This is an optimization exercise on Yosys and OpenROAD, whose aim is small area, a short achievable clock period and few clock cycles, not a production implementation.
The RTL was checked by simulation tests, not by an equivalence proof against the original design.
Power and IR drop assume default switching activity.

## flow/standard.sh

```bash
#!/bin/bash
# synth_recipe.tcl (not shown) runs the flow's synth.tcl, then flattens the netlist and writes it again
# the make line also repeats each setting of config.mk as NAME=value (left out here)
make -C /OpenROAD-flow-scripts/flow DESIGN_CONFIG=/design/flow/config.mk WORK_HOME=/design/flow/orfs CLKGATE_MAP_FILE= SYNTH_SCRIPT=/design/flow/synth_recipe.tcl "${@:-finish}"
```

## flow/config.mk

```make
export PLATFORM = sky130hd
export DESIGN_NAME = gfce
export DESIGN_NICKNAME = gfce
export VERILOG_FILES = /design/flow/design.v
export SDC_FILE = /design/flow/constraint.sdc
export NUM_CORES = 4
export LEC_CHECK = 0
export CAP_MARGIN = 20
export CORE_MARGIN = 2
export CORE_UTILIZATION = 55
export PLACE_DENSITY = 0.7
export SLEW_MARGIN = 20
```

## flow/constraint.sdc

```tcl
create_clock -name core_clock -period 30.0 [get_ports {clk}]
set_input_delay 6.0000 -clock core_clock [delete_from_list [all_inputs] [get_ports {clk}]]
set_output_delay 6.0000 -clock core_clock [all_outputs]
set_load 0.01 [all_outputs]
```

## flow/design.v

```verilog
module gfce (
    input  wire        clk,
    input  wire        rst,
    input  wire        cmd_valid,
    input  wire [63:0] cmd_data,
    output wire        cmd_rsp_valid,
    output wire [63:0] cmd_rsp_data,
    input  wire        cfg_valid,
    input  wire [63:0] cfg_data,
    output wire        cfg_rsp_valid,
    output wire [63:0] cfg_rsp_data,
    output wire        mem_rd_en,
    output wire [31:0] mem_rd_addr,
    input  wire [7:0]  mem_rd_data,
    output wire        mem_wr_en,
    output wire [31:0] mem_wr_addr,
    output wire [7:0]  mem_wr_data
);
    localparam OP_STRMCFG   = 8'h01;
    localparam OP_STRMFREE  = 8'h02;
    localparam OP_NEGOTIATE = 8'h03;
    localparam OP_PROCESS   = 8'h04;
    localparam OP_CONFIGURE = 8'h05;
    localparam OP_RBSET     = 8'h06;
    localparam OP_RBGET     = 8'h07;
    localparam OP_RBADVR    = 8'h08;
    localparam OP_RBADVW    = 8'h09;
    localparam OP_GETST     = 8'h0A;
    localparam OP_GETGAIN   = 8'h0B;
    localparam RC_OK       = 3'd0;
    localparam RC_UNSUP    = 3'd1;
    localparam RC_NOTRES   = 3'd2;
    localparam RC_BADCMD   = 3'd3;
    localparam RC_BADARG   = 3'd4;
    localparam RC_BADRING  = 3'd5;
    integer i;
    reg        rst_q;
    reg        cv, fv;
    reg [63:0] cq;
    reg        f_legal, f_a_bad;
    reg [2:0]  f_ch;
    reg [30:0] f_gain;
    always @(posedge clk) begin
        rst_q <= rst;
        cv    <= cmd_valid & ~rst;
        fv    <= cfg_valid & ~rst;
        cq    <= cmd_data;
        f_legal <= (cfg_data[63:56] == OP_CONFIGURE) && (cfg_data[47:32] == 16'd0);
        f_a_bad <= cfg_data[55:51] != 5'd0;
        f_ch    <= cfg_data[50:48];
        f_gain  <= cfg_data[30:0] | {31{cfg_data[31]}};
    end
    reg [30:0] gain [0:7];        
    reg [30:0] act  [0:7];        
    reg        act_z;
    reg [3:0]  channels;
    reg [1:0]  src_fmt, sink_fmt;
    reg        resolved;
    reg [31:0] r_addr [0:1];
    reg [31:0] r_end  [0:1];
    reg [31:0] r_rptr [0:1];
    reg [31:0] r_wptr [0:1];
    reg        running;           
    reg        adv_busy;          
    reg [1:0]  adv_st;            
    reg        adv_fin;           
    reg        adv_ring, adv_w;
    wire [32:0] adv_sum;          
    reg [32:0] adv_d;             
    reg [5:0]  adv_cnt;
    reg        crv, frv;
    reg [2:0]  crc;
    reg [31:0] crd;
    reg        fr3, fr4;
    reg        rd_en, wr_en;
    reg [7:0]  wr_data;
    reg        rd_act;
    reg [1:0]  rd_pos;
    reg [2:0]  rd_ch;
    wire [31:0] rd_frm = adv_d[31:0];    
    reg        v1, bv;
    reg [7:0]  bq;
    reg [1:0]  mac_j;
    reg [2:0]  mac_ch;
    reg [39:0] acc;
    assign adv_sum = acc[32:0];
    reg        sticky;
    reg        fin;
    reg [23:0] wr_sr;
    reg [1:0]  wr_left;
    assign mem_rd_en     = rd_en;
    assign mem_rd_addr   = r_rptr[0];
    assign mem_wr_en     = wr_en;
    assign mem_wr_addr   = r_wptr[1];
    assign mem_wr_data   = wr_data;
    assign cmd_rsp_valid = crv;
    assign cmd_rsp_data  = {24'd0, 5'd0, crc, crd};
    assign cfg_rsp_valid = frv;
    assign cfg_rsp_data  = {24'd0, 5'd0, fr4, fr3, fr3, 32'd0};
    function [31:0] dec32;           
        input [31:0] a;
        reg          k;
        integer      n;
        begin
            k = 1'b1;
            for (n = 0; n < 32; n = n + 1) begin
                dec32[n] = a[n] ^ k;
                k = k & ~a[n];
            end
        end
    endfunction
    function lt32;                   
        input [31:0] a;
        input [31:0] b;
        reg          k;
        integer      n;
        begin
            k = 1'b0;
            for (n = 0; n < 32; n = n + 1)
                k = (~a[n] & b[n]) | (~(a[n] ^ b[n]) & k);
            lt32 = k;
        end
    endfunction
    function cmd_legal;
        input [63:0] w;
        reg [7:0] op, a, b, rsv;
        reg [31:0] imm;
        begin
            op  = w[63:56];
            a   = w[55:48];
            b   = w[47:40];
            rsv = w[39:32];
            imm = w[31:0];
            if (rsv != 8'd0)
                cmd_legal = 1'b0;
            else
                case (op)
                    OP_STRMCFG:   cmd_legal = (b == 8'd0) && (imm == 32'd0);
                    OP_STRMFREE:  cmd_legal = (a == 8'd0) && (b == 8'd0) && (imm == 32'd0);
                    OP_NEGOTIATE: cmd_legal = (imm == 32'd0);
                    OP_PROCESS:   cmd_legal = (a == 8'd0) && (b == 8'd0);
                    OP_CONFIGURE: cmd_legal = (b == 8'd0);
                    OP_RBSET:     cmd_legal = 1'b1;
                    OP_RBGET:     cmd_legal = (imm == 32'd0);
                    OP_RBADVR:    cmd_legal = (b == 8'd0);
                    OP_RBADVW:    cmd_legal = (b == 8'd0);
                    OP_GETST:     cmd_legal = (a == 8'd0) && (b == 8'd0) && (imm == 32'd0);
                    OP_GETGAIN:   cmd_legal = (imm == 32'd0);
                    default:      cmd_legal = 1'b0;
                endcase
        end
    endfunction
    reg [1:0]  ring_ok;
    wire ring0_ok = ring_ok[0];
    wire ring1_ok = ring_ok[1];
    reg        chk_busy, chk_ring, chk_acc;
    reg [2:0]  chk_step;
    wire [7:0]  c_op  = cq[63:56];
    wire [7:0]  c_a   = cq[55:48];
    wire [7:0]  c_b   = cq[47:40];
    wire [31:0] c_imm = cq[31:0];
    wire        c_go  = cv & ~running & ~adv_busy & ~chk_busy;
    wire        c_legal = cmd_legal(cq);
    wire        c_ok  = c_go & c_legal;
    wire is_strmcfg = c_op == OP_STRMCFG;
    wire is_free    = c_op == OP_STRMFREE;
    wire is_neg     = c_op == OP_NEGOTIATE;
    wire is_proc    = c_op == OP_PROCESS;
    wire is_conf    = c_op == OP_CONFIGURE;
    wire is_rbset   = c_op == OP_RBSET;
    wire is_rbget   = c_op == OP_RBGET;
    wire is_adv     = (c_op == OP_RBADVR) || (c_op == OP_RBADVW);
    wire is_getst   = c_op == OP_GETST;
    wire is_getgain = c_op == OP_GETGAIN;
    wire a_ring_bad  = c_a > 8'd1;
    wire b_field_bad = c_b > 8'd3;
    wire a_ch_bad    = c_a > 8'd7;
    wire c_ring_ok  = c_a[0] ? ring1_ok : ring0_ok;
    wire do_strmcfg = c_ok & is_strmcfg & (c_a <= 8'd8);
    wire do_free    = c_ok & is_free;
    wire do_neg     = c_ok & is_neg & (c_a <= 8'd2) & (c_b <= 8'd2);
    wire do_proc    = c_ok & is_proc & resolved & ring0_ok & ring1_ok;
    wire proc_run   = (c_imm != 32'd0) && (channels != 4'd0);
    wire do_conf    = c_ok & is_conf & ~a_ch_bad;
    wire do_rbset   = c_ok & is_rbset & ~a_ring_bad & ~b_field_bad;
    wire do_adv     = c_ok & is_adv & ~a_ring_bad & c_ring_ok;
    reg [2:0]  dec_code;
    reg [31:0] dec_data;
    reg        fs_ring;
    reg [1:0]  fs_field;
    reg [31:0] ring_field;
    always @(*) begin
        if (chk_busy) begin
            fs_ring  = chk_ring;
            fs_field = (chk_step == 3'd0) ? 2'd0 : ((chk_step[2] | chk_step[1] & chk_step[0]) ? 2'd3 : 2'd2);
        end else if (adv_busy) begin
            fs_ring  = adv_ring;
            fs_field = 2'd1;
        end else begin
            fs_ring  = c_a[0];
            fs_field = c_op[3] ? {1'b1, c_op[0]} : c_b[1:0];
        end
        case (fs_field)
            2'd0:    ring_field = r_addr[fs_ring];
            2'd1:    ring_field = r_end[fs_ring];
            2'd2:    ring_field = r_rptr[fs_ring];
            default: ring_field = r_wptr[fs_ring];
        endcase
    end
    wire [2:0]  mac_ch_nxt = (mac_ch == channels - 4'd1) ? 3'd0 : mac_ch + 3'd1;
    wire [3:0]  g_sel = running ? {1'b1, mac_ch_nxt} : {c_b[1], c_a[2:0]};
    wire [30:0] g_rd  = g_sel[3] ? act[g_sel[2:0]] : gain[g_sel[2:0]];
    wire [30:0] gain_field = (c_b[1] & act_z) ? 31'd0 : g_rd;
    always @(*) begin
        dec_code = RC_OK;
        dec_data = 32'd0;
        if (!c_legal) begin
            dec_code = RC_BADCMD;
        end else if (is_strmcfg) begin
            if (c_a > 8'd8) dec_code = RC_BADARG;
        end else if (is_neg) begin
            if (c_a > 8'd2 || c_b > 8'd2) dec_code = RC_UNSUP;
        end else if (is_proc) begin
            if (!resolved) dec_code = RC_NOTRES;
            else if (!(ring0_ok && ring1_ok)) dec_code = RC_BADRING;
        end else if (is_conf) begin
            if (a_ch_bad) dec_code = RC_BADARG;
        end else if (is_rbset) begin
            if (a_ring_bad || b_field_bad) dec_code = RC_BADARG;
        end else if (is_rbget) begin
            if (a_ring_bad || b_field_bad) dec_code = RC_BADARG;
            else dec_data = ring_field;
        end else if (is_adv) begin
            if (a_ring_bad) dec_code = RC_BADARG;
            else if (!c_ring_ok) dec_code = RC_BADRING;
        end else if (is_getst) begin
            dec_data = {8'd0, 4'd0, channels, 6'd0, sink_fmt, 2'd0, src_fmt, 3'd0, resolved};
        end else if (is_getgain) begin
            if (a_ch_bad || c_b > 8'd2) dec_code = RC_BADARG;
            else dec_data = {1'b0, gain_field};
        end
    end
    wire c_later = do_adv | (do_proc & proc_run) | do_rbset;
    wire do_fconf = fv & f_legal & ~f_a_bad;
    wire [30:0] c_gain = c_imm[30:0] | {31{c_imm[31]}};
    wire [30:0] gbus   = (do_fconf ? f_gain : c_gain) & {31{~rst_q}};
    wire [2:0]  gsel   = do_fconf ? f_ch : c_a[2:0];
    wire        gwr    = do_fconf | do_conf;
    always @(posedge clk) begin
        for (i = 0; i < 8; i = i + 1) begin
            if (rst_q || (gwr && gsel == i[2:0]))
                gain[i] <= gbus;
            if (do_proc)
                act[i] <= gain[i];
        end
        if (rst_q)
            act_z <= 1'b1;
        else if (do_proc)
            act_z <= 1'b0;
    end
    always @(posedge clk) begin
        if (rst_q) begin
            channels <= 4'd0;
            src_fmt  <= 2'd0;
            sink_fmt <= 2'd0;
            resolved <= 1'b0;
        end else begin
            if (do_strmcfg) begin
                channels <= c_a[3:0];
                resolved <= 1'b0;
            end
            if (do_free) begin
                channels <= 4'd0;
                resolved <= 1'b0;
            end
            if (do_neg) begin
                src_fmt  <= c_a[1:0];
                sink_fmt <= c_b[1:0];
                resolved <= 1'b1;
            end
        end
    end
    wire src16  = src_fmt == 2'd0;
    wire src24  = src_fmt == 2'd1;
    wire src32  = src_fmt[1];
    wire sink16 = sink_fmt == 2'd0;
    wire sink24 = sink_fmt == 2'd1;
    wire sink32 = sink_fmt[1];
    wire rt8    = src32 & sink32;                   
    wire rt7    = src32 & sink24;                   
    wire rt45   = src24 & ~sink16;                  
    wire lim24  = rt45 | rt7;                       
    wire post8  = (src16 & sink24) | (src24 & sink32);
    wire post16 = src16 & sink32;
    wire [1:0] slot_last = (src16 && sink16) ? 2'd1 : 2'd3;
    wire [1:0] rd_lastb  = src16 ? 2'd1 : 2'd3;      
    wire [1:0] mac_lastb = src16 ? 2'd1 : (src24 ? 2'd2 : 2'd3);
    wire [31:0] addr_r = r_addr[chk_busy ? chk_ring : adv_ring];
    reg  [32:0] au_x, au_y;
    reg         au_sub;
    always @(*) begin
        au_x   = adv_sum;
        au_y   = {1'b0, addr_r};
        au_sub = 1'b1;
        if (!adv_busy) begin
            au_x   = {1'b0, ring_field};
            au_y   = {1'b0, c_imm};
            au_sub = 1'b0;
        end else if (adv_fin) begin
            au_sub = 1'b0;
        end else if (adv_st == 2'd1) begin
            au_x   = {1'b0, ring_field};
        end else if (adv_st == 2'd2) begin
            au_y   = {adv_d[31:0], 1'b0};
        end else if (adv_st == 2'd3) begin
            au_y   = adv_d;
        end
    end
    wire [33:0] au_out  = {1'b0, au_x} + {1'b0, au_y ^ {33{au_sub}}} + {33'd0, au_sub};
    wire        au_ge   = au_out[33];           
    wire        adv_last = adv_busy & adv_fin;
    wire        adv_swe  = do_adv | (adv_busy & ((adv_st == 2'd0) | ((adv_st == 2'd3) & au_ge)));
    wire [31:0] adv_res  = au_out[31:0];
    always @(posedge clk) begin
        if (rst) begin
            adv_busy <= 1'b0;
        end else if (do_adv) begin
            adv_busy <= 1'b1;
        end else if (adv_last) begin
            adv_busy <= 1'b0;
        end
        if (do_adv) begin
            adv_ring <= c_a[0];
            adv_w    <= c_op[0];
            adv_st   <= 2'd0;
            adv_fin  <= 1'b0;
            adv_cnt  <= 6'd0;
        end else if (adv_busy) begin
            case (adv_st)
            2'd0: begin
                adv_st  <= 2'd1;
            end
            2'd1: begin
                adv_st  <= 2'd2;
            end
            2'd2: begin
                if (au_ge && !adv_d[32]) begin
                    adv_cnt <= adv_cnt + 6'd1;
                end else begin
                    adv_st  <= 2'd3;
                end
            end
            default: begin
                adv_cnt <= adv_cnt - 6'd1;
                if (adv_cnt == 6'd0)
                    adv_fin <= 1'b1;
            end
            endcase
        end
    end
    wire rd_slot_end = rd_pos == slot_last;
    wire rd_ch_end   = rd_ch == channels - 4'd1;
    wire rd_frm_end  = rd_frm == 32'd1;
    wire rd_all_end  = rd_slot_end & rd_ch_end & rd_frm_end;
    reg        rd_act_n;
    reg [1:0]  rd_pos_n;
    always @(*) begin
        rd_act_n = rd_act;
        rd_pos_n = rd_pos + 2'd1;
        if (rd_slot_end) rd_pos_n = 2'd0;
        if (rd_act && rd_all_end) rd_act_n = 1'b0;
        if (do_proc && proc_run) begin
            rd_act_n = 1'b1;
            rd_pos_n = 2'd0;
        end
    end
    always @(posedge clk) begin
        if (rst) begin
            rd_act <= 1'b0;
            rd_en  <= 1'b0;
        end else begin
            rd_act <= rd_act_n;
            rd_en  <= rd_act_n && (rd_pos_n <= rd_lastb);
        end
        rd_pos <= rd_pos_n;
        if (do_proc) begin
            rd_ch  <= 3'd0;
        end else if (rd_act && rd_slot_end) begin
            if (rd_ch_end) begin
                rd_ch  <= 3'd0;
            end else begin
                rd_ch  <= rd_ch + 3'd1;
            end
        end
    end
    always @(posedge clk) begin
        if (do_proc)
            adv_d <= {1'b0, c_imm};
        else if (rd_act && rd_slot_end && rd_ch_end)
            adv_d <= {1'b0, dec32(rd_frm)};
        else if (adv_busy && adv_st == 2'd1)
            adv_d <= au_out[32:0];
        else if (adv_busy && adv_st == 2'd2 && au_ge && !adv_d[32])
            adv_d <= {adv_d[31:0], 1'b0};
        else if (adv_busy && adv_st == 2'd3)
            adv_d <= {1'b0, adv_d[32:1]};
    end
    wire        mac_first = mac_j == 2'd0;
    wire        mac_last  = mac_j == mac_lastb;
    wire        mac_use   = bv && (mac_j <= mac_lastb);
    reg  [30:0] mac_m;
    wire signed [8:0]  mac_b = {mac_last & bq[7], bq};
    wire signed [40:0] mac_p = mac_b * $signed({1'b0, mac_m});
    wire [39:0] mac_base  = mac_first ? 40'd0 : {8'd0, acc[39:8]};
    wire [39:0] mac_sum   = mac_base + mac_p[39:0];
    wire [1:0]  mac_jlast = rd_lastb;
    always @(posedge clk) begin
        if (rst) begin
            v1  <= 1'b0;
            bv  <= 1'b0;
            fin <= 1'b0;
        end else begin
            v1  <= rd_en;
            bv  <= v1;
            fin <= mac_use && mac_last;
        end
        bq <= mem_rd_data;
        if (do_proc) begin
            mac_j  <= 2'd0;
            mac_ch <= 3'd0;
            mac_m  <= g_rd;
        end else if (bv) begin
            mac_j <= (mac_j == mac_jlast) ? 2'd0 : mac_j + 2'd1;
            if (mac_use && mac_last) begin
                mac_ch <= mac_ch_nxt;
                mac_m  <= g_rd;
            end
        end
        if (mac_use) begin
            acc    <= mac_sum;
            sticky <= mac_first ? 1'b0 : (sticky | (acc[7:0] != 8'd0));
        end else if (adv_swe) begin
            acc    <= {7'd0, au_out[32:0]};
        end
    end
    wire        cv_neg = acc[39];
    wire        cv_in1 = acc[6] & (~cv_neg | sticky | (acc[5:0] != 6'd0));
    wire [8:0]  cv_t   = {1'b0, acc[14:7]} + {8'd0, cv_in1};
    reg  [32:0] cv_q;
    reg         cv_inc;
    reg  [32:0] cv_y;
    reg         cv_over, cv_under;
    reg  [31:0] cv_v;
    always @(*) begin
        if (rt8) begin
            cv_q   = acc[39:7];
            cv_inc = cv_in1;
        end else if (rt7) begin
            cv_q   = {{8{acc[39]}}, acc[39:15]};
            cv_inc = cv_t[8] | (cv_t[7] & (~cv_neg | (cv_t[6:0] != 7'd0)));
        end else if (rt45) begin
            cv_q   = {{8{acc[39]}}, acc[39:15]};
            cv_inc = acc[14] & (~cv_neg | sticky | (acc[13:0] != 14'd0));
        end else begin
            cv_q   = {{16{acc[39]}}, acc[39:23]};
            cv_inc = acc[22] & (~cv_neg | sticky | (acc[21:0] != 22'd0));
        end
        cv_y = cv_q + {32'd0, cv_inc};
        if (rt8) begin
            cv_over  = 1'b0;
            cv_under = 1'b0;
        end else if (lim24) begin
            cv_over  = ~cv_y[32] & (cv_y[31:23] != 9'h000);
            cv_under =  cv_y[32] & (cv_y[31:23] != 9'h1FF);
        end else begin
            cv_over  = ~cv_y[32] & (cv_y[31:15] != 17'h00000);
            cv_under =  cv_y[32] & (cv_y[31:15] != 17'h1FFFF);
        end
        if (cv_over)
            cv_v = sink16 ? 32'h0000_7FFF : (sink24 ? 32'h007F_FFFF : 32'h7FFF_FFFF);
        else if (cv_under)
            cv_v = sink16 ? 32'hFFFF_8000 : (sink24 ? 32'hFF80_0000 : 32'h8000_0000);
        else if (post16)
            cv_v = {cv_y[15:0], 16'd0};
        else if (post8)
            cv_v = {cv_y[23:0], 8'd0};
        else
            cv_v = cv_y[31:0];
    end
    wire pipe_idle = ~rd_act & ~rd_en & ~v1 & ~bv & ~fin;
    wire proc_done = running & pipe_idle & (wr_left == 2'd1);
    always @(posedge clk) begin
        if (rst) begin
            wr_en   <= 1'b0;
            wr_left <= 2'd0;
        end else if (fin) begin
            wr_en   <= 1'b1;
            wr_left <= sink16 ? 2'd1 : 2'd3;
        end else if (wr_left != 2'd0) begin
            wr_en   <= 1'b1;
            wr_left <= wr_left - 2'd1;
        end else begin
            wr_en   <= 1'b0;
        end
        if (fin) begin
            wr_data <= cv_v[7:0];
            wr_sr   <= cv_v[31:8];
        end else begin
            wr_data <= wr_sr[7:0];
            wr_sr   <= {8'd0, wr_sr[23:8]};
        end
    end
    always @(posedge clk) begin
        if (rst)
            running <= 1'b0;
        else if (do_proc && proc_run)
            running <= 1'b1;
        else if (proc_done)
            running <= 1'b0;
    end
    wire [31:0] wbus = (adv_busy ? adv_res : c_imm) & {32{~rst_q}};
    wire [31:0] rp0_inc = r_rptr[0] + {31'd0, rd_en};
    wire [31:0] rp0_nxt = (rd_en && rp0_inc == r_end[0]) ? r_addr[0] : rp0_inc;
    wire [31:0] wp1_inc = r_wptr[1] + {31'd0, wr_en};
    wire [31:0] wp1_nxt = (wr_en && wp1_inc == r_end[1]) ? r_addr[1] : wp1_inc;
    wire rp0_set = rst_q || (do_rbset && !c_a[0] && c_b[1:0] == 2'd2) ||
                   (adv_last && !adv_ring && !adv_w);
    wire wp1_set = rst_q || (do_rbset && c_a[0] && c_b[1:0] == 2'd3) ||
                   (adv_last && adv_ring && adv_w);
    always @(posedge clk) begin
        for (i = 0; i < 2; i = i + 1) begin
            if (rst_q || (do_rbset && c_a[0] == i[0] && c_b[1:0] == 2'd0))
                r_addr[i] <= wbus;
            if (rst_q || (do_rbset && c_a[0] == i[0] && c_b[1:0] == 2'd1))
                r_end[i] <= wbus;
        end
        r_rptr[0] <= rp0_set ? wbus : rp0_nxt;
        if (rst_q || (do_rbset && c_a[0] && c_b[1:0] == 2'd2) ||
            (adv_last && adv_ring && !adv_w))
            r_rptr[1] <= wbus;
        if (rst_q || (do_rbset && !c_a[0] && c_b[1:0] == 2'd3) ||
            (adv_last && !adv_ring && adv_w))
            r_wptr[0] <= wbus;
        r_wptr[1] <= wp1_set ? wbus : wp1_nxt;
    end
    wire [31:0] chk_b   = chk_step[0] ? addr_r : r_end[chk_ring];
    wire        chk_lt  = lt32(ring_field, chk_b);
    wire        chk_ok  = chk_step[0] ? ~chk_lt : chk_lt;
    wire        chk_end = chk_busy && chk_step == 3'd4;
    always @(posedge clk) begin
        if (rst)
            chk_busy <= 1'b0;
        else if (do_rbset)
            chk_busy <= 1'b1;
        else if (chk_end)
            chk_busy <= 1'b0;
        if (do_rbset) begin
            chk_ring <= c_a[0];
            chk_step <= 3'd0;
            chk_acc  <= 1'b1;
        end else begin
            chk_step <= chk_step + 3'd1;
            chk_acc  <= chk_acc & chk_ok;
        end
        if (rst_q)
            ring_ok <= 2'b00;
        else if (chk_end)
            ring_ok[chk_ring] <= chk_acc & chk_ok;
    end
    always @(posedge clk) begin
        if (rst) begin
            crv <= 1'b0;
            frv <= 1'b0;
        end else begin
            crv <= (c_go & ~c_later) | adv_last | proc_done | chk_end;
            frv <= fv;
        end
        crc <= c_go ? dec_code : RC_OK;
        crd <= c_go ? dec_data : 32'd0;
        fr3 <= ~f_legal;
        fr4 <= f_legal & f_a_bad;
    end
endmodule
```

## flow/flow/run.sh

```bash
#!/bin/bash
# Layout: the standard flow (standard.sh, with its unchanged standard
# synthesis) with two layout choices:
#  - the port buffers are sky130_fd_sc_hd__buf_2 instead of the default pick
#    (a slow delay buffer);
set -euo pipefail
bash standard.sh \
  "BUFFER_PORTS_ARGS=-buffer_cell sky130_fd_sc_hd__buf_2" \
  "SETUP_SLACK_MARGIN=23.0" \
  finish > standard.log 2>&1
```

==> reports/qor.yml, run 1 <==
outcome: "no timing/DRC/antenna violations"
clock.fmax_mhz: 138
synthTopCellsByArea: "edfxtp_1 38%, dfxtp_1 9.2%, fa_1 7.4%, ha_1 4.5%, nand2_1 4.5%"
cts_buffer_depth: 3
drc: 0
synth-seq-area-share_pct: 46.8
register_area_mm2: 0.0300
stdcell_count: 7990
period_minus_slack_ns: 7.26
rsz0062_at_grt: "true"
cp_slowest_stage_delay_ns: 0.41
rr_startpoint: "rd_en"
postLayoutCoreUtil_pct: 62.9
multi_input_area_mm2: 0.0314
start_util_pct: 55.5
cts_hold_buf: 0
critical_path_class: "flop to primary output"
cap_violations: 0
fin_skew_ns: 0.0816
die_area_mm2: 0.118
track_usage_pct: 37.2
fin_setup_tns_ns: 0
rows: 124
synthCells: 6164
hold_class: "flop to flop"
die_h_um: 344
grt_max_degree: 61
fin_hold_ws_ns: 0.391
tightest_slew_ns: 1.16
drive_above_1_share_pct: 16.4
path_cells: "buf_6"
worstPathMaxFanout: 4
via_count: 51759
async_reset_ff_share_pct: 0
grt_pass1_vias: 49469
cts_root_buf: "clkbuf_16"
maxSlewViolCount: 0
holdPathEnd: "fr3"
cts-htree-levels: 3
area_growth_pct: 13.3
synth_edf_count: 795
dp_cells: 7679
period_share_pct: 24.2
drt_iter0_drc: 7512
clock_latency_ns: 0.76
startpoint_type: "flop"
synthesis.area_mm2: 0.0635
max_slew_margin_pct: 21.9
io_pins: 344
p_leak_nw: 28.0
grt_overflow_total: 0
ff2ff_path_depth: 18
worstSetupEndpointType: "primary output"
die_w_um: 344
timing.critical_path.buf_inv: 1
cts_tree: "yes"
critical-path-top-delay-family: "flip-flops"
yosys.area.top_type_share_pct: 37.6
worstSetupStartpoint: "r_rptr[0][20]"
rr_endpoint: "r_rptr[0][9]"
grt_antenna_before_repair: 9
core_area_mm2: 0.114
synth_cell_types: 89
power_per_cell_area_mw_per_mm2: 58.0
total_power_mw: 4.17
cp_slowest_cell: "dfxtp_4"
portBuffers: 253
vias_per_cell: 6.48
cts.sinks: 1088
clkTransAtPathRegs_ns: 0.06
min_path_cells: 1
arrival_ns: 1.26
wl_per_cell_um: 28.0
routed_wl_mm: 224
final_cell_mix: "795 x edfxtp_1, 752 x nand2_1, 381 x a21oi_1, 369 x nor2_1, 323 x o21ai_0"
mostFrequentLayoutCell: "edfxtp_1"
num-nets-final: 6975
hold_path.startpoint: "f_legal"
fillers: 9143
gp_congestion: 0.993
ant_nets: 0
ir_drop_uv: 58.0
synth_flop_cell: "edfxtp_1"
regToRegSetupSlack_ns: 23.12
grt_pass1_wl_mm: 324
ys_warn_count: 7
numCtsBuffers: 112
synth_area_leader_cell: "edfxtp_1"
setup_viol: 0
timing.final.hold_violations: 0
hpwlAfterDp_mm: 156
first_pass_iters: 8
syn_avg_cell_area_um2: 10.3
synth-seq-cells: 1088
cp.required_ns: 24.00
[stage by stage]
| step | setup WS, ns | cell area (µm²) |
|---|---|---|
| finish | 22.74 | 71900 |
| global route | 22.73 | 71900 |
| CTS | 22.72 | 71300 |
| detailed placement | 22.17 | 66200 |
| global placement | 22.30 | 66200 |
| floorplan | 23.04 | 63800 |
[layout make-up]
class,instances,share of cell area (%)
Sequential cell,1088,41.8
Multi-Input combinational cell,4376,43.7
Clock buffer,134,4.14
Clock inverter,73,1.09
Tap cell,1512,2.63
Antenna cell,12,0.0418
Timing Repair Buffer,481,5.05
Inverter,314,1.64
[synth_stat cells (all sizes together) (12+ instances only)]
cell and n:
o221ai 26, nand2 754, o21a 28, a22oi 29, nor2 381, edfxtp 795, and3 46, a31oi 51
o31ai 31, or3 20, a31o 22, dfxtp 293, nand2b 35, nand3 199, inv 309, mux2i 144
o22ai 99, o22a 25, a21oi 388, a221oi 35, mux2 49, a211oi 90, clkbuf 327, nand4 51
ha 227, a21o 38, o211ai 46, xor2 91, and2 123, or2 72, xnor2 176, nor4 41
buf 149, nor3 139, nor2b 51, fa 235, mux4 34, a221o 12, o21ai 348, o21bai 22
[power by group]
group / total, mW / switching [mW] / internal, mW / leakage, nW
logic: 0.992 / 0.617 / 0.374 / 16.2
registers: 1.74 / 0.0498 / 1.69 / 10.1
clock network: 1.44 / 0.642 / 0.795 / 1.82
total: 4.17 / 1.31 / 2.86 / 28.0
[cell families (layout without fill, tap and decap cells)]
| logic type | Yosys count | count (layout) | synth area share, % |
|---|---|---|---|
| and+or+nand+nor | 1954 | 1955 | 14.3 |
| AOI/OAI and AO/OA | 1373 | 1373 | 13.6 |
| DFF | 1088 | 1088 | 46.8 |
| buffers and inverters | 790 | 1002 | 5.26 |
| adders and majority gates | 462 | 462 | 11.9 |
| xor gates and xnor gates | 269 | 269 | 3.75 |
| muxes | 227 | 227 | 4.35 |
| other | 1 | 102 | 0.00591 |
[repair_timing]
action | CTS | global route
pin swaps | 3 | 15
gates resized for setup | 256 | 99
endpoints found under the setup margin | 347 | 376
setup buffers | 68 | 21
gates cloned | 1 | 1
[registers in the layout, summed over array words and instances, names as in the netlist, 3 cells and up, named ones only]
name / cells
rd_ch: 3
cq: 64
r_end: 64
gain: 248
wr_sr: 24
mac_ch: 3
f_ch: 3
r_addr: 64
r_rptr: 64
bq: 8
acc: 40
crc: 3
mac_m: 31
r_wptr: 64
wr_data: 8
chk_step: 3
f_gain: 31
act: 248
channels: 4
adv_cnt: 6
adv_d: 33
crd: 32
[metal layers]
| layer | vias up | track usage [%] | wire [µm] |
|---|---|---|---|
| met1 | 25168 | 49.9 | 83800 |
| met3 | 666 | 10.4 | 29200 |
| met4 | 11 | 19.2 | 13400 |
| met2 | 3599 | 55.2 | 96900 |
| met5 | - | 1.80 | 330 |
| li1 | 22315 | - | - |
[worst max path at each step]
stage	to	slack [ns]	cells after the start
2_1_floorplan	acc[38]	23.04	29
3_3_place_gp	acc[38]	22.30	28
3_5_place_dp	acc[38]	22.17	27
4_1_cts	mem_rd_addr[20]	22.72	1
5_1_grt	mem_rd_addr[20]	22.73	1
6_report	mem_rd_addr[20]	22.74	1
Testbench counts, summed over its fixed seeds: cycles 135,742.
==> run 2: changes to the inputs <==
--- a/flow/design.v
+++ b/flow/design.v
@@ -36,7 +36,10 @@
     integer i;
     reg        rst_q;
     reg        cv, fv;
-    reg [63:0] cq;
+    reg [7:0]  cq_op;
+    reg        cq_ahi, cq_bhi, cq_rsv;
+    reg [3:0]  cq_a, cq_b;
+    reg [31:0] cq_imm;
     reg        f_legal, f_a_bad;
     reg [2:0]  f_ch;
     reg [30:0] f_gain;
@@ -44,7 +47,13 @@
         rst_q <= rst;
         cv    <= cmd_valid & ~rst;
         fv    <= cfg_valid & ~rst;
-        cq    <= cmd_data;
+        cq_op  <= cmd_data[63:56];
+        cq_ahi <= cmd_data[55:52] != 4'd0;
+        cq_a   <= cmd_data[51:48];
+        cq_bhi <= cmd_data[47:44] != 4'd0;
+        cq_b   <= cmd_data[43:40];
+        cq_rsv <= cmd_data[39:32] != 8'd0;
+        cq_imm <= cmd_data[31:0];
         f_legal <= (cfg_data[63:56] == OP_CONFIGURE) && (cfg_data[47:32] == 16'd0);
         f_a_bad <= cfg_data[55:51] != 5'd0;
         f_ch    <= cfg_data[50:48];
@@ -155,10 +164,11 @@
     wire ring1_ok = ring_ok[1];
     reg        chk_busy, chk_ring, chk_acc;
     reg [2:0]  chk_step;
-    wire [7:0]  c_op  = cq[63:56];
-    wire [7:0]  c_a   = cq[55:48];
-    wire [7:0]  c_b   = cq[47:40];
-    wire [31:0] c_imm = cq[31:0];
+    wire [7:0]  c_op  = cq_op;
+    wire [7:0]  c_a   = {cq_ahi, 3'd0, cq_a};
+    wire [7:0]  c_b   = {cq_bhi, 3'd0, cq_b};
+    wire [31:0] c_imm = cq_imm;
+    wire [63:0] cq    = {c_op, c_a, c_b, 7'd0, cq_rsv, c_imm};
     wire        c_go  = cv & ~running & ~adv_busy & ~chk_busy;
     wire        c_legal = cmd_legal(cq);
     wire        c_ok  = c_go & c_legal;
--- a/flow/config.mk
+++ b/flow/config.mk
@@ -8,5 +8,8 @@
 export CAP_MARGIN = 20
 export CORE_MARGIN = 2
 export CORE_UTILIZATION = 55
+export CTS_BUF_LIST = sky130_fd_sc_hd__clkbuf_16 sky130_fd_sc_hd__clkbuf_8
+export CTS_CLUSTER_DIAMETER = 70
+export CTS_CLUSTER_SIZE = 25
 export PLACE_DENSITY = 0.7
 export SLEW_MARGIN = 20
==> run 2 against run 1 <==
Against the previous run: largest cell class unchanged; non-clock buffer count fell by 14; final area fell by 1.8%; via count up 0.42%; register-to-register slack about the same; critical path type unchanged; sequential power about the same; critical endpoint is now mem_rd_en; still clean; global-route usage fell by 1.8 points; synthesized cell count grew 1.6%; flip-flop and latch count shrank 13; critical path depth grew 1; highest routed layer unchanged; clock power shrank 21%.
==> reports/qor.yml, run 2 <==
outcome: "no timing/DRC/antenna violations"
ant_nets: 0  # unchanged
rsz0062_at_grt: "true"
period_share_pct: 24.5  # +0.28 points
io_pins: 344  # unchanged
synthTopCellsByArea: "edfxtp_1 38%, dfxtp_1 8.9%, fa_1 7.4%, nand2_1 5.0%, ha_1 4.5%"
reg_top3: "act x248, gain x248"
synth-seq-area-share_pct: 46.6  # -0.29 points
arrival_ns: 1.34  # +0.08 ns
cp.required_ns: 24.00  # about the same
p_leak_nw: 27.6  # -1.5%
synth_common_cells: "851 x nand2_1, 795 x edfxtp_1, 439 x nor2_1"
maxSlewViolCount: 0  # unchanged
grt_antenna_before_repair: 17  # +8
yosys.area.top_type_share_pct: 37.7  # +0.098 points
rows: 124  # unchanged
gp_congestion: 1.01  # +1.8%
cap_violations: 0  # unchanged
ir_drop_uv: 50.2  # -13%
die_area_mm2: 0.118  # -0.26%
hold_path.startpoint: "f_legal"
min_path_cells: 1  # unchanged
rr_startpoint: "src_fmt[0]"
power_per_cell_area_mw_per_mm2: 55.1  # -5.0%
async_reset_ff_share_pct: 0  # unchanged
cts_tree: "yes"
drive_above_1_share_pct: 14.3  # -2.1 points
synth_top_family_by_area: "simple AND/OR/NAND/NOR gates"
critical_path_class: "flop to primary output"
portBuffers: 253  # unchanged
setup_viol: 0  # unchanged
postLayoutCoreUtil_pct: 61.9  # -1.0 points
cts_root_buf: "clkbuf_16"
ff2ff_path_depth: 28  # +10
synth_cell_types: 93  # +4.5%
synth-simple-area-share_pct: 15.0  # +0.71 points
drc: 0  # unchanged
worstSetupEndpointType: "primary output"
synth-seq-cells: 1075  # -1.2%
synth_xor_area_share_pct: 3.64  # -0.12 points
mostFrequentLayoutCell: "nand2_1"
clkTransAtPathRegs_ns: 0.09  # +0.03 ns
grt_pass1_wl_mm: 312  # -3.7%
wl_per_cell_um: 26.7  # -4.6%
first_pass_iters: 8  # unchanged
timing.final.hold_violations: 0  # unchanged
numCtsBuffers: 75  # -33%
startpoint_type: "flop"
regToRegSetupSlack_ns: 23.11  # about the same
drt_iter0_drc: 7222  # -3.9%
fin_setup_tns_ns: 0  # unchanged
grt_overflow_total: 0  # unchanged
worstPathMaxFanout: 4  # unchanged
cts_buffer_depth: 3  # unchanged
cts_hold_buf: 0  # unchanged
cts.sinks: 1075  # -1.2%
grt_max_degree: 134  # +120%
rr_endpoint: "acc[39]"
synth_fa_ha_area_share_pct: 11.9  # +0.031 points
clock_latency_ns: 0.73  # -0.03 ns
area_growth_pct: 11.6
synth_flop_cell: "edfxtp_1"
synthesis.area_mm2: 0.0633  # -0.26%
final_cell_mix: "845 x nand2_1, 795 x edfxtp_1, 429 x nor2_1, 330 x o21ai_0, 325 x a21oi_1"
cts-htree-levels: 3  # unchanged
hpwlAfterDp_mm: 147  # -6.3%
core_area_mm2: 0.114  # -0.14%
muxShareOfSynthArea_pct: 3.85  # -0.50 points
synthMostInstantiatedCell: "nand2_1"
max_slew_margin_pct: 19.0  # -2.9 points
period_minus_slack_ns: 7.34  # +0.0826 ns
hold_class: "flop to flop"
synth_edf_count: 795  # unchanged
synth_area_leader_cell: "edfxtp_1"
tightest_slew_ns: 1.21  # +0.0508 ns
routed_wl_mm: 214  # -4.5%
synthCells: 6263  # +1.6%
holdPathEnd: "fr3"
die_w_um: 343  # -0.13%
fin_skew_ns: 0.0860  # +0.00447 ns
track_usage_pct: 35.4  # -1.8 points
synth-compound-area-share_pct: 13.7  # +0.087 points
ys_warn_count: 7  # unchanged
clock.fmax_mhz: 136  # -1.1%
start_util_pct: 55.4  # -0.069 points
vias_per_cell: 6.50  # +0.37%
syn_avg_cell_area_um2: 10.1  # -1.8%
grt_pass1_vias: 49524  # +0.11%
die_h_um: 343  # -0.13%
via_count: 51975  # +0.42%
num-nets-final: 7006  # +0.44%
[run 2: changes by cell type after synthesis, moves of 16 or more]
cell	delta
a211oi_1	-29
a21oi_1	-58
a22oi_1	-16
a31o_2	-18
a31oi_1	+36
mux2i_1	+39
mux4_2	-30
nand2_1	+97
nand3_1	-23
nor2_1	+59
nor3_1	-28
o22a_1	-18
o22ai_1	+61
[run 2: cells by family (layout without fill, tap and decap cells)]
kind of cell	count (synthesis)	in the layout
buffers and inverters	787	901
DFF	1075	1075
muxes	233	233
adders and majority gates	462	462
AOI/OAI and AO/OA	1377	1377
and+or+nand+nor	2065	2066
other	1	105
xor gates and xnor gates	263	263
[run 2: stage by stage]
stage / worst slack, ns / power [mW] / area [µm²] / cells / hold WS [ns]
4_1_cts: 22.64 / 3.82 / 70100 / 7958 / 0.404
5_1_grt: 22.66 / 4.03 / 70600 / 7980 / 0.425
2_1_floorplan: 23.00 / 2.37 / 63700 / 6352 / 0.361
6_report: 22.66 / 3.89 / 70600 / 7994 / 0.398
3_3_place_gp: 22.35 / 2.64 / 65800 / 7738 / 0.377
3_5_place_dp: 22.24 / 2.66 / 65800 / 7739 / 0.384
[run 2: worst max-delay path, stage by stage (launching register included)]
cell and delay [ns]:
dfxtp_2 0.37, buf_12 0.14, buf_6 0.11
[run 2: how the worst max path moves through the flow]
stage | endpoint | slack [ns] | start | depth (start not counted)
after floorplan | acc[39] | 23.00 | src_fmt[1] | 31
after detailed placement | acc[38] | 22.24 | src_fmt[1] | 28
after global routing | mem_rd_en | 22.66 | rd_en | 2
after global placement | acc[39] | 22.35 | src_fmt[1] | 28
final | mem_rd_en | 22.66 | rd_en | 2
after CTS | mem_rd_en | 22.64 | rd_en | 2
[run 2: timing repair]
action	4_1_cts	5_1_grt
resized for setup	287	67
gates cloned	4	1
setup buffers	75	20
pin swaps	10	27
endpoints found under the setup margin	303	269
[run 2: final cells by class]
| class | instances | area (µm²) |
|---|---|---|
| multi-input cells | 4491 | 31500 |
| flip-flops and latches | 1075 | 29800 |
| inverters | 294 | 1110 |
| clock buffers | 78 | 1940 |
| fillers | 9196 | 43500 |
| repair buffers | 467 | 3670 |
| clock inverters | 62 | 746 |
| well taps | 1512 | 1890 |
| diodes | 15 | 37.5 |
[run 2: metal layers]
layer  vias to the layer above  track usage, %  routed length (µm)
met5                         -               0                 174
met4                        12            18.2               12700
met3                       694            9.02               26400
met2                      3591            54.3               94900
met1                     25164            46.7               79300
li1                      22514               -                   -
[run 2: where the power goes]
part | leakage [nW] | switching (mW) | internal, mW | total (mW)
combinational | 16.4 | 0.632 | 0.405 | 1.04
sequential | 9.93 | 0.0467 | 1.67 | 1.72
clock | 1.36 | 0.608 | 0.528 | 1.14
Testbench counts of run 2, summed over its fixed seeds: cycles 135,742.
==> run 3: changes to the inputs <==
--- a/flow/flow/run.sh
+++ b/flow/flow/run.sh
@@ -6,5 +6,5 @@
 set -euo pipefail
 bash standard.sh \
   "BUFFER_PORTS_ARGS=-buffer_cell sky130_fd_sc_hd__buf_2" \
-  "SETUP_SLACK_MARGIN=23.0" \
+  "SETUP_SLACK_MARGIN=22.6" \
   finish > standard.log 2>&1
==> run 3 against run 2 <==
Against the previous run: sequential power about the same; flip-flop and latch count unchanged; non-clock buffer count down 74; total power decreased by 1.6%; sequential share of layout area up 0.64 points; synthesized cell count stayed put; maximum frequency down 0.40%; clock skew down 0.035 ns; hold slack better by 0.0035 ns; wire length decreased by 1.1%; largest cell class unchanged; largest power group unchanged.
==> reports/qor.yml, run 3 <==
total_power_mw: 3.83  # -1.6%
rows: 124  # unchanged
grt_max_degree: 119  # -11%
io_pins: 344  # unchanged
synthMostInstantiatedCell: "nand2_1"
synthCells: 6263  # unchanged
yosys.area.top_type_share_pct: 37.7  # unchanged
synth_cell_types: 93  # unchanged
p_leak_nw: 27.0  # -2.2%
cts_root_buf: "clkbuf_16"
cp_slowest_cell: "dfxtp_1"
area_growth_pct: 9.05
synth_edf_count: 795  # unchanged
mostFrequentLayoutCell: "nand2_1"
worstPathMaxFanout: 6  # +2
core_area_mm2: 0.114  # unchanged
use_met3_pct: 7.87  # -1.1 points
drt_iter0_drc: 6815  # -5.6%
drc: 0  # unchanged
regToRegSetupSlack_ns: 22.81  # -0.30 ns
startpoint_type: "flop"
synth_flop_cell: "edfxtp_1"
timing.final.hold_violations: 0  # unchanged
setup_viol: 0  # unchanged
clock.fmax_mhz: 136  # -0.40%
first_pass_iters: 6  # -2
syn_avg_cell_area_um2: 10.1  # unchanged
clock_latency_ns: 0.72  # about the same
gp_congestion: 1.02  # +0.79%
worstSetupEndpointType: "primary output"
path_cells: "buf_2"
cts_buffer_depth: 3  # unchanged
die_area_mm2: 0.118  # unchanged
via_count: 51448  # -1.0%
hpwlAfterDp_mm: 148  # +1.1%
fin_hold_ws_ns: 0.402  # +0.00354 ns
rsz0062_at_grt: "false"
period_minus_slack_ns: 7.37  # +0.0292 ns
postLayoutCoreUtil_pct: 60.5  # -1.4 points
numCtsBuffers: 77  # +2.7%
clkTransAtPathRegs_ns: 0.10  # about the same
synth_common_cells: "851 x nand2_1, 795 x edfxtp_1, 439 x nor2_1"
final_cell_mix: "848 x nand2_1, 795 x edfxtp_1, 430 x nor2_1, 334 x o21ai_0, 327 x a21oi_1"
grt_overflow_total: 0  # unchanged
track_usage_pct: 35.1  # -0.32 points
async_reset_ff_share_pct: 0  # unchanged
die_h_um: 343  # unchanged
grt_pass1_wl_mm: 309  # -0.91%
critical-path-top-delay-family: "flip-flops"
gr-usage-met1_pct: 48.2  # +1.5 points
use_met2_pct: 52.8  # -1.4 points
grt_antenna_before_repair: 16  # -1
timing.critical_path.buf_inv: 1  # -1
cts-htree-levels: 3  # unchanged
outcome: "no timing/DRC/antenna violations"
maxSlewViolCount: 0  # unchanged
critical_path_class: "flop to primary output"
cp.required_ns: 24.00  # about the same
tightest_slew_ns: 1.22  # +0.0126 ns
wl_per_cell_um: 26.7  # -0.18%
fin_setup_tns_ns: 0  # unchanged
max_slew_margin_pct: 18.2  # -0.84 points
cp_slowest_stage_delay_ns: 0.48  # +0.11 ns
hold_path.startpoint: "f_legal"
num-nets-final: 6934  # -1.0%
die_w_um: 343  # unchanged
cts.sinks: 1075  # unchanged
synthTopCellsByArea: "edfxtp_1 38%, dfxtp_1 8.9%, fa_1 7.4%, nand2_1 5.0%, ha_1 4.5%"
arrival_ns: 1.37  # +0.03 ns
ant_nets: 0  # unchanged
synth-seq-area-share_pct: 46.6  # unchanged
synth_area_leader_cell: "edfxtp_1"
synth-seq-cells: 1075  # unchanged
grt_most_used_layer: "met2"
vias_per_cell: 6.49  # -0.14%
ys_warn_count: 7  # unchanged
rr_endpoint: "acc[39]"
synthesis.area_mm2: 0.0633  # unchanged
ir_drop_uv: 46.5  # -7.3%
rr_startpoint: "src_fmt[1]"
cts_tree: "yes"
power_per_cell_area_mw_per_mm2: 55.4  # +0.68%
grt_pass1_vias: 48806  # -1.4%
reg_top3: "act x248, gain x248"
period_share_pct: 24.6  # +0.097 points
hold_class: "flop to flop"
min_path_cells: 1  # unchanged
cap_violations: 0  # unchanged
drive_above_1_share_pct: 11.8  # -2.5 points
cts_hold_buf: 0  # unchanged
fin_skew_ns: 0.0508  # -0.0352 ns
holdPathEnd: "fr3"
start_util_pct: 55.4  # unchanged
portBuffers: 253  # unchanged
routed_wl_mm: 211  # -1.1%
ff2ff_path_depth: 27  # -3.6%
## run 3: cell counts after synthesis
Identical to the previous run, type by type.
## run 3: routing by layer
metal | vias up | share of wire [%]
li1 | 22365 | -
met1 | 25232 | 39
met2 | 3276 | 44
met3 | 569 | 12
met4 | 6 | 5.5
met5 | - | 0.020
## run 3: timing repair
action,in CTS,in global routing
gates cloned,0,3
pin swaps,0,7
buffers inserted,0,6
endpoints found under the setup margin,170,196
gates resized for setup,33,36
## run 3: cell families (layout without fill, tap and decap cells)
kind of cell / after synthesis / after routing / share of synthesized area [%]
flip-flops: 1075 / 1075 / 46.6
other: 1 / 105 / 0.00592
XOR/XNOR: 263 / 263 / 3.64
multiplexers: 233 / 233 / 3.85
AO/OA/AOI/OAI: 1377 / 1377 / 13.7
AND/OR/NAND/NOR: 2065 / 2066 / 15.0
adder cells (fa/ha/maj): 462 / 462 / 11.9
buffers and inverters: 787 / 831 / 5.33
## run 3: how the worst max path moves through the flow
stage,slack (ns),endpoint,from,depth (start not counted)
final,22.63,mem_rd_addr[9],r_rptr[0][9],1
after CTS,22.52,acc[39],src_fmt[1],27
after global placement,21.69,acc[39],src_fmt[1],27
after global routing,22.59,acc[39],src_fmt[1],27
after detailed placement,21.51,acc[39],src_fmt[1],27
after floorplan,22.92,acc[39],src_fmt[1],31
## run 3: layout make-up
| cell class | instances | area [µm²] |
|---|---|---|
| Fill cell | 9538 | 45100 |
| Clock buffer | 85 | 2080 |
| Tap cell | 1512 | 1890 |
| Sequential cell | 1075 | 29500 |
| Antenna cell | 15 | 37.5 |
| Timing Repair Buffer | 393 | 2420 |
| Multi-Input combinational cell | 4491 | 31300 |
| Inverter | 294 | 1110 |
| Clock inverter | 59 | 693 |
## run 3: through the flow
| step | instance area (µm²) | cells | setup slack [ns] |
|---|---|---|---|
| detailed placement | 65900 | 7756 | 21.51 |
| floorplan | 63700 | 6352 | 22.92 |
| global route | 69000 | 7909 | 22.59 |
| global placement | 65900 | 7756 | 21.69 |
| CTS | 68800 | 7900 | 22.52 |
| finish | 69000 | 7924 | 22.63 |
## run 3: power breakdown
part           switching [mW]  leakage [nW]  internal [mW]  total, mW
Combinational           0.589          15.8          0.358      0.947
Sequential             0.0505          9.88           1.67       1.72
Clock                   0.616          1.39          0.544       1.16
Total                    1.26          27.0           2.57       3.83
==> run 4: changes to the inputs <==
--- a/flow/design.v
+++ b/flow/design.v
@@ -90,6 +90,7 @@
     reg        v1, bv;
     reg [7:0]  bq;
     reg [1:0]  mac_j;
+    reg        mac_lastq;         
     reg [2:0]  mac_ch;
     reg [39:0] acc;
     assign adv_sum = acc[32:0];
@@ -416,7 +417,7 @@
             adv_d <= {1'b0, adv_d[32:1]};
     end
     wire        mac_first = mac_j == 2'd0;
-    wire        mac_last  = mac_j == mac_lastb;
+    wire        mac_last  = mac_lastq;
     wire        mac_use   = bv && (mac_j <= mac_lastb);
     reg  [30:0] mac_m;
     wire signed [8:0]  mac_b = {mac_last & bq[7], bq};
@@ -424,6 +425,7 @@
     wire [39:0] mac_base  = mac_first ? 40'd0 : {8'd0, acc[39:8]};
     wire [39:0] mac_sum   = mac_base + mac_p[39:0];
     wire [1:0]  mac_jlast = rd_lastb;
+    wire [1:0]  mac_j_nxt = (mac_j == mac_jlast) ? 2'd0 : mac_j + 2'd1;
     always @(posedge clk) begin
         if (rst) begin
             v1  <= 1'b0;
@@ -437,10 +439,12 @@
         bq <= mem_rd_data;
         if (do_proc) begin
             mac_j  <= 2'd0;
+            mac_lastq <= 1'b0;
             mac_ch <= 3'd0;
             mac_m  <= g_rd;
         end else if (bv) begin
-            mac_j <= (mac_j == mac_jlast) ? 2'd0 : mac_j + 2'd1;
+            mac_j <= mac_j_nxt;
+            mac_lastq <= mac_j_nxt == mac_lastb;
             if (mac_use && mac_last) begin
                 mac_ch <= mac_ch_nxt;
                 mac_m  <= g_rd;
--- a/flow/config.mk
+++ b/flow/config.mk
@@ -5,6 +5,7 @@
 export SDC_FILE = /design/flow/constraint.sdc
 export NUM_CORES = 4
 export LEC_CHECK = 0
+export ABC_AREA = 1
 export CAP_MARGIN = 20
 export CORE_MARGIN = 2
 export CORE_UTILIZATION = 55
==> run 4 against run 3 <==
Against the previous run: still clean on timing, DRC and antenna; synthesized cell count increased by 7.4%; setup slack worse by 0.017 ns; flip-flop and latch count up 1; sequential share of layout area decreased by 0.21 points; critical endpoint is now mem_rd_addr[31]; highest routed layer unchanged.
==> reports/qor.yml, run 4 <==
outcome: "no timing/DRC/antenna violations"
fin_skew_ns: 0.0372  # -0.0137 ns
min_path_cells: 1  # unchanged
clock_latency_ns: 0.71  # about the same
worstPathMaxFanout: 3  # -3
hold_class: "flop to flop"
clkPwrFrac_pct: 29.0  # -1.3 points
cts.sinks: 1076  # +0.093%
cp_slowest_stage_delay_ns: 0.50  # +0.02 ns
critical_path_class: "flop to primary output"
synth-seq-area-share_pct: 47.2  # +0.68 points
rr_endpoint: "acc[30]"
cts_buffer_depth: 3  # unchanged
setup_viol: 0  # unchanged
first_pass_iters: 9  # +3
timing.final.hold_violations: 0  # unchanged
clock.fmax_mhz: 135  # -0.24%
vias_per_cell: 6.13  # -5.5%
total_power_mw: 3.96  # +3.5%
cts_hold_buf: 0  # unchanged
period_minus_slack_ns: 7.39  # +0.0175 ns
gr-usage-met1_pct: 49.0  # +0.82 points
ant_nets: 0  # unchanged
rr_startpoint: "mac_m[5]"
synthesis.area_mm2: 0.0624  # -1.4%
syn_avg_cell_area_um2: 9.28  # -8.2%
power_frac_seq_pct: 43.5  # -1.5 points
track_usage_pct: 36.8  # +1.7 points
synth_area_leader_cell: "edfxtp_1"
period_share_pct: 24.6  # +0.058 points
use_met3_pct: 9.74  # +1.9 points
path_cells: "buf_2"
cp.required_ns: 24.00  # about the same
maxSlewViolCount: 0  # unchanged
grt_antenna_before_repair: 5  # -11
grt_most_used_layer: "met2"
io_pins: 344  # unchanged
grt_max_degree: 167  # +40%
postLayoutCoreUtil_pct: 61.8  # +1.3 points
ir_drop_uv: 75.1  # +61%
tightest_slew_ns: 1.34  # +0.115 ns
synthMostInstantiatedCell: "nand2_1"
wl_per_cell_um: 26.0  # -2.6%
synth_common_cells: "1174 x nand2_1, 934 x inv_1, 795 x edfxtp_1"
synthCells: 6727  # +7.4%
worstSetupEndpointType: "primary output"
mostFrequentLayoutCell: "nand2_1"
hold_path.startpoint: "f_legal"
start_util_pct: 55.5  # +0.061 points
cts_root_buf: "clkbuf_16"
synth_edf_count: 795  # unchanged
clkTransAtPathRegs_ns: 0.09  # about the same
stdcell_count: 8500  # +7.3%
synthTopCellsByArea: "edfxtp_1 38%, dfxtp_1 9.0%, fa_1 7.5%, nand2_1 7.1%, inv_1 5.6%"
drt_iter0_drc: 7176  # +5.3%
p_leak_nw: 29.6  # +9.4%
gp_congestion: 1.08  # +5.7%
regToRegSetupSlack_ns: 22.65  # -0.16 ns
cts_tree: "yes"
synth_flop_cell: "edfxtp_1"
multi_input_area_mm2: 0.0283  # -9.6%
rsz0062_at_grt: "true"
drc: 0  # unchanged
power_per_cell_area_mw_per_mm2: 57.0  # +2.9%
core_area_mm2: 0.112  # -1.5%
pwr-share-comb_pct: 27.4  # +2.7 points
ys_warn_count: 7  # unchanged
grt_pass1_vias: 48800  # -0.012%
fin_setup_tns_ns: 0  # unchanged
num-nets-final: 7536  # +8.7%
reg_top3: "act x248, gain x248"
die_w_um: 341  # -0.68%
arrival_ns: 1.39  # +0.02 ns
register_area_mm2: 0.0296  # +0.11%
synth_cell_types: 69  # -26%
die_area_mm2: 0.116  # -1.4%
grt_pass1_wl_mm: 317  # +2.4%
max_slew_margin_pct: 9.86  # -8.3 points
area_growth_pct: 11.2
yosys.area.top_type_share_pct: 38.2  # +0.52 points
via_count: 52134  # +1.3%
fillers: 9449  # -0.93%
routed_wl_mm: 221  # +4.5%
use_met2_pct: 55.1  # +2.3 points
cap_violations: 0  # unchanged
critical-path-top-delay-family: "flip-flops"
p_int_mw: 2.62  # +2.0%
numCtsBuffers: 76  # -1.3%
holdPathEnd: "fr3"
synth-seq-cells: 1076  # +0.093%
power.net_switching_mw: 1.34  # +6.5%
dp_cells: 8245  # +6.3%
final_cell_mix: "1150 x nand2_1, 923 x inv_1, 795 x edfxtp_1, 592 x o21ai_0, 382 x a21oi_1"
swShare_pct: 33.8  # +0.96 points
grt_overflow_total: 0  # unchanged
rows: 123  # -0.81%
hpwlAfterDp_mm: 155  # +4.8%
timing.critical_path.buf_inv: 1  # unchanged
fin_hold_ws_ns: 0.407  # +0.00534 ns
die_h_um: 341  # -0.68%
startpoint_type: "flop"
drive_above_1_share_pct: 13.0  # +1.1 points
cp_slowest_cell: "dfxtp_1"
cts-htree-levels: 3  # unchanged
portBuffers: 253  # unchanged
async_reset_ff_share_pct: 0  # unchanged
worstSetupStartpoint: "r_rptr[0][31]"
ff2ff_path_depth: 35  # +30%
==> run 4: cell count changes after synthesis, sizes merged, moves of 119 or more <==
| cell | delta |
|---|---|
| inv | +658 |
| o21ai | +360 |
| nand2 | +337 |
| mux2i | -147 |
| a22oi | +146 |
| o22ai | -131 |
| xnor2 | -119 |
==> run 4: area by class of cell <==
class | count | share of cell area (%)
antenna | 3 | 0.0108
clock buffer | 78 | 2.79
clock inverter | 63 | 1.14
inverter | 955 | 5.23
multi-input combinational | 4360 | 40.7
sequential | 1076 | 42.5
tap | 1500 | 2.70
timing repair buffer | 463 | 4.85
timing repair inverter | 2 | 0.0252
==> run 4: what timing repair did <==
action / 4_1_cts / 5_1_grt
cloned: 7 / 6
buffers inserted: 43 / 55
resized for setup: 106 / 106
setup endpoints to repair: 266 / 159
pin swaps: 19 / 56
==> run 4: metrics by stage <==
| step | instance area, µm² | worst slack, ns |
|---|---|---|
| 2_1_floorplan | 62900 | 17.24 |
| 3_3_place_gp | 64900 | 21.00 |
| 5_1_grt | 69500 | 22.24 |
| 6_report | 69500 | 22.61 |
| 3_5_place_dp | 64900 | 20.85 |
| 4_1_cts | 68500 | 22.59 |
==> run 4: worst register-to-register path: cells and delay by family (launching register included) <==
family                     cells  cell delay, ns
AOI/OAI and AO/OA             12            2.32
and+or+nand+nor                9            0.71
DFF                            1            0.50
buffers and inverters          8            0.79
adders and majority gates      6            2.75
==> run 4: power groups by stage <==
stage | logic (mW) | registers, mW | clock network [mW]
final | 1.09 | 1.72 | 1.15
after global routing | 1.17 | 1.73 | 1.21
after CTS | 0.949 | 1.72 | 1.16
after detailed placement | 0.872 | 1.75 | 0
after global placement | 0.861 | 1.75 | 0
after floorplan | 0.581 | 1.74 | 0
==> run 4: layer usage <==
layer	wire [µm]	part of all wire [%]
met1	82400	37
met2	95700	43
met3	28600	13
met4	14000	6.4
met5	34	0.015
==> run 4: how the worst max path moves through the flow <==
stage,depth (start not counted),slack (ns),end
floorplan,21,17.24,adv_d[29]
global placement,42,21.00,adv_d[30]
detailed placement,42,20.85,adv_d[30]
CTS,45,22.59,adv_d[30]
global route,45,22.24,acc[38]
finish,1,22.61,mem_rd_addr[31]
==> run 4: logic make-up (layout without fill, tap and decap cells) <==
group / after synthesis / after routing / share of synthesized area, %
compound gates: 1550 / 1550 / 14.4
other cells: 1 / 93 / 0.00601
flops: 1076 / 1076 / 47.2
fa+ha+maj: 462 / 462 / 12.1
mux: 46 / 46 / 0.757
simple gates: 2043 / 2044 / 14.0
xor+xnor: 168 / 168 / 2.36
buf+inv: 1381 / 1561 / 9.16
Testbench counts of run 4, summed over its fixed seeds: cycles 135,742.
==> run 5: changes to the inputs <==
--- a/flow/config.mk
+++ b/flow/config.mk
@@ -5,7 +5,6 @@
 export SDC_FILE = /design/flow/constraint.sdc
 export NUM_CORES = 4
 export LEC_CHECK = 0
-export ABC_AREA = 1
 export CAP_MARGIN = 20
 export CORE_MARGIN = 2
 export CORE_UTILIZATION = 55
==> run 5 against run 4 <==
Against the previous run: clock skew increased by 0.047 ns; clock power about the same; wire length is essentially flat; die area is 2.1% higher; register-to-register slack improved by 0.06 ns; sequential power hardly changed; count of clock-buffer cells in the layout shrank 2; via count is 0.14% higher; area after synthesis is 2.1% higher; critical path depth stayed put; total power fell by 0.13%; global-route usage is essentially flat.
==> reports/qor.yml, run 5 <==
outcome: "no timing/DRC/antenna violations"
use_met3_pct: 10.2  # +0.43 points
num-nets-final: 6970  # -7.5%
timing.critical_path.buf_inv: 1  # unchanged
gr-usage-met1_pct: 50.1  # +1.1 points
synth_edf_count: 795  # unchanged
timing.final.hold_violations: 0  # unchanged
power_per_cell_area_mw_per_mm2: 57.0  # about the same
ys_warn_count: 7  # unchanged
synthCells: 6292  # -6.5%
fillers: 9562  # +1.2%
track_usage_pct: 36.8  # -0.048 points
yosys.area.top_type_share_pct: 37.4  # -0.79 points
worstSetupEndpointType: "primary output"
async_reset_ff_share_pct: 0  # unchanged
tightest_slew_ns: 1.31  # -0.0259 ns
cap_violations: 0  # unchanged
register_area_mm2: 0.0295  # about the same
critical_path_class: "flop to primary output"
ant_nets: 0  # unchanged
grt_most_used_layer: "met2"
maxSlewViolCount: 0  # unchanged
arrival_ns: 1.38  # about the same
mostFrequentLayoutCell: "nand2_1"
final_cell_mix: "899 x nand2_1, 795 x edfxtp_1, 370 x nor2_1, 329 x a21oi_1, 327 x inv_1"
fin_setup_tns_ns: 0  # unchanged
synth_area_leader_cell: "edfxtp_1"
grt_overflow_total: 0  # unchanged
synthMostInstantiatedCell: "nand2_1"
clock_latency_ns: 0.74  # +0.03 ns
drc: 0  # unchanged
io_pins: 344  # unchanged
die_area_mm2: 0.119  # +2.1%
core_area_mm2: 0.115  # +1.9%
numCtsBuffers: 74  # -2.6%
hpwlAfterDp_mm: 155  # -0.39%
ir_drop_uv: 51.7  # -31%
max_slew_margin_pct: 11.6  # +1.7 points
grt_pass1_wl_mm: 323  # +1.9%
via_count: 52207  # +0.14%
cp_slowest_stage_delay_ns: 0.46  # -0.04 ns
cp.required_ns: 24.00  # about the same
worstPathMaxFanout: 6  # +3
synth-seq-area-share_pct: 46.3  # -0.98 points
first_pass_iters: 7  # -2
fin_skew_ns: 0.0840  # +0.0468 ns
rsz0062_at_grt: "true"
portBuffers: 253  # unchanged
area_growth_pct: 8.87
period_share_pct: 24.6  # -0.049 points
use_met2_pct: 54.5  # -0.61 points
cts_root_buf: "clkbuf_16"
routed_wl_mm: 221  # about the same
synthTopCellsByArea: "edfxtp_1 37%, dfxtp_1 8.8%, fa_1 7.4%, nand2_1 5.3%, ha_1 4.5%"
setup_viol: 0  # unchanged
gp_congestion: 1.03  # -4.6%
synth_cell_types: 103  # +49%
critical-path-top-delay-family: "flip-flops"
cp_slowest_cell: "dfxtp_2"
synthesis.area_mm2: 0.0638  # +2.1%
p_leak_nw: 26.6  # -10%
grt_antenna_before_repair: 21  # +16
synth-seq-cells: 1076  # unchanged
wl_per_cell_um: 27.8  # +7.0%
design_area_mm2: 0.0694  # about the same
drt_iter0_drc: 7620  # +6.2%
syn_avg_cell_area_um2: 10.1  # +9.2%
synth_common_cells: "900 x nand2_1, 795 x edfxtp_1, 382 x nor2_1"
multi_input_area_mm2: 0.0317  # +12%
cts_buffer_depth: 3  # unchanged
die_w_um: 344  # +1.0%
vias_per_cell: 6.57  # +7.1%
path_cells: "buf_2"
grt_pass1_vias: 49566  # +1.6%
clock.fmax_mhz: 136  # +0.20%
grt_max_degree: 124  # -26%
period_minus_slack_ns: 7.38  # -0.0148 ns
hold_class: "flop to flop"
cts_tree: "yes"
synth_flop_cell: "edfxtp_1"
die_h_um: 344  # +1.0%
cts-htree-levels: 3  # unchanged
rows: 124  # +0.81%
cts.sinks: 1076  # unchanged
drive_above_1_share_pct: 12.7  # -0.34 points
startpoint_type: "flop"
start_util_pct: 55.6  # +0.10 points
clkTransAtPathRegs_ns: 0.10  # about the same
postPlaceCellArea_mm2: 0.0665  # +2.4%
reg_top3: "act x248, gain x248"
==> run 5: cell count changes in the layout (fill, tap and decap cells not counted), moves of 119 or more <==
| cell | delta |
|---|---|
| nand2_1 | -251 |
| inv_1 | -596 |
| a22oi_1 | -123 |
| xnor2_1 | +121 |
| mux2i_1 | +119 |
| o21ai_0 | -295 |
==> run 5: cell type report <==
class	instances	share of cell area (%)
diodes	10	0.0360
clock buffers	76	2.72
clock inverters	58	1.05
inverters	322	1.75
multi-input cells	4497	45.7
flip-flops and latches	1076	42.6
well taps	1512	2.73
repair buffers	397	3.45
==> run 5: cells by family after synthesis <==
| kind of cell | synth area share [%] |
|---|---|
| adders and majority gates | 11.8 |
| buffers and inverters | 5.42 |
| other | 0.00588 |
| muxes | 3.46 |
| xor gates and xnor gates | 3.61 |
| AOI/OAI and AO/OA | 14.6 |
| DFF | 46.3 |
| and+or+nand+nor | 14.8 |
==> run 5: final timing paths <==
check | slack [ns] | to | cells after the start | start
max | 22.62 | mem_rd_addr[27] | 1 | r_rptr[0][27]
min | 0.43 | fr3 | 1 | f_legal
max reg2reg | 22.71 | r_end[0][11] | 19 | chk_busy
min reg2reg | 0.43 | fr3 | 1 | f_legal
==> run 5: per-layer routing <==
| layer | vias up | wire [µm] | part of all wire, % |
|---|---|---|---|
| met5 | - | 257 | 0.12 |
| met4 | 24 | 11500 | 5.2 |
| met3 | 651 | 29000 | 13 |
| met2 | 3651 | 96000 | 43 |
| met1 | 25374 | 84100 | 38 |
| li1 | 22507 | - | - |
==> run 5: power breakdown <==
group	switching (mW)	internal (mW)	total, mW
clock network	0.610	0.510	1.12
logic	0.711	0.395	1.11
registers	0.0542	1.68	1.73
total	1.37	2.58	3.96
==> run 5: metrics by stage <==
stage	utilization (%)	hold WS (ns)	cells	setup WS, ns	power, mW
after floorplan	-	0.361	6381	22.78	2.44
after global placement	57.9	0.422	7797	22.09	2.78
after detailed placement	58.0	0.419	7798	22.06	2.80
after CTS	60.3	0.444	7933	22.60	3.91
after global routing	60.5	0.454	7939	22.51	4.09
final	60.5	0.435	7948	22.62	3.96
==> run 5: what timing repair did <==
item | in CTS | in global routing
pin swaps | 1 | 3
cloned | 0 | 1
setup buffers | 1 | 4
setup endpoints to repair | 116 | 286
hold buffers | 0 | 0
resized for setup | 37 | 28

[static timing again, ports no longer ideal]
The results above use ideal ports. As a check the final layouts listed here were re-extracted and re-timed, cells and wires unchanged. Step 1 sets driving cells, clkbuf_16 on the clock port and buf_2 on the other inputs (assumed; they add their load-dependent delay and slew). Step 2 adds t to the input delays and takes it off the output delays; t is the mean of the earliest and latest rising clock arrival at the registers after step 1. Input paths then give back, and output paths get back, about the clock's delay inside the block. Slacks: ideal ports / drivers / drivers and shift; pairs: ideal ports / drivers.
| run | t, ns | setup slack, ns | worst hold slack (ns) | worst setup path at the end | slew at the worst register clock pin (ns) |
|---|---|---|---|---|---|
| run 1 | 0.804 | 22.739 / 22.656 / 22.705 | 0.391 / 0.391 / 0.391 | input to register | 0.07 / 0.07 |
| run 2 | 0.768 | 22.656 / 22.575 / 23.097 | 0.398 / 0.398 / 0.398 | input to register | 0.10 / 0.10 |
| run 3 | 0.773 | 22.627 / 22.544 / 22.724 | 0.402 / 0.402 / 0.402 | input to register | 0.10 / 0.10 |
| run 4 | 0.764 | 22.610 / 22.533 / 22.650 | 0.407 / 0.407 / 0.407 | register to register | 0.10 / 0.10 |
| run 5 | 0.774 | 22.624 / 22.547 / 22.710 | 0.435 / 0.435 / 0.435 | register to register | 0.10 / 0.10 |
After both steps setup and hold are still met in every run listed. The setup slack of run 1, which loses most, moves by -0.083 ns with the drivers and by -0.034 ns with both steps.
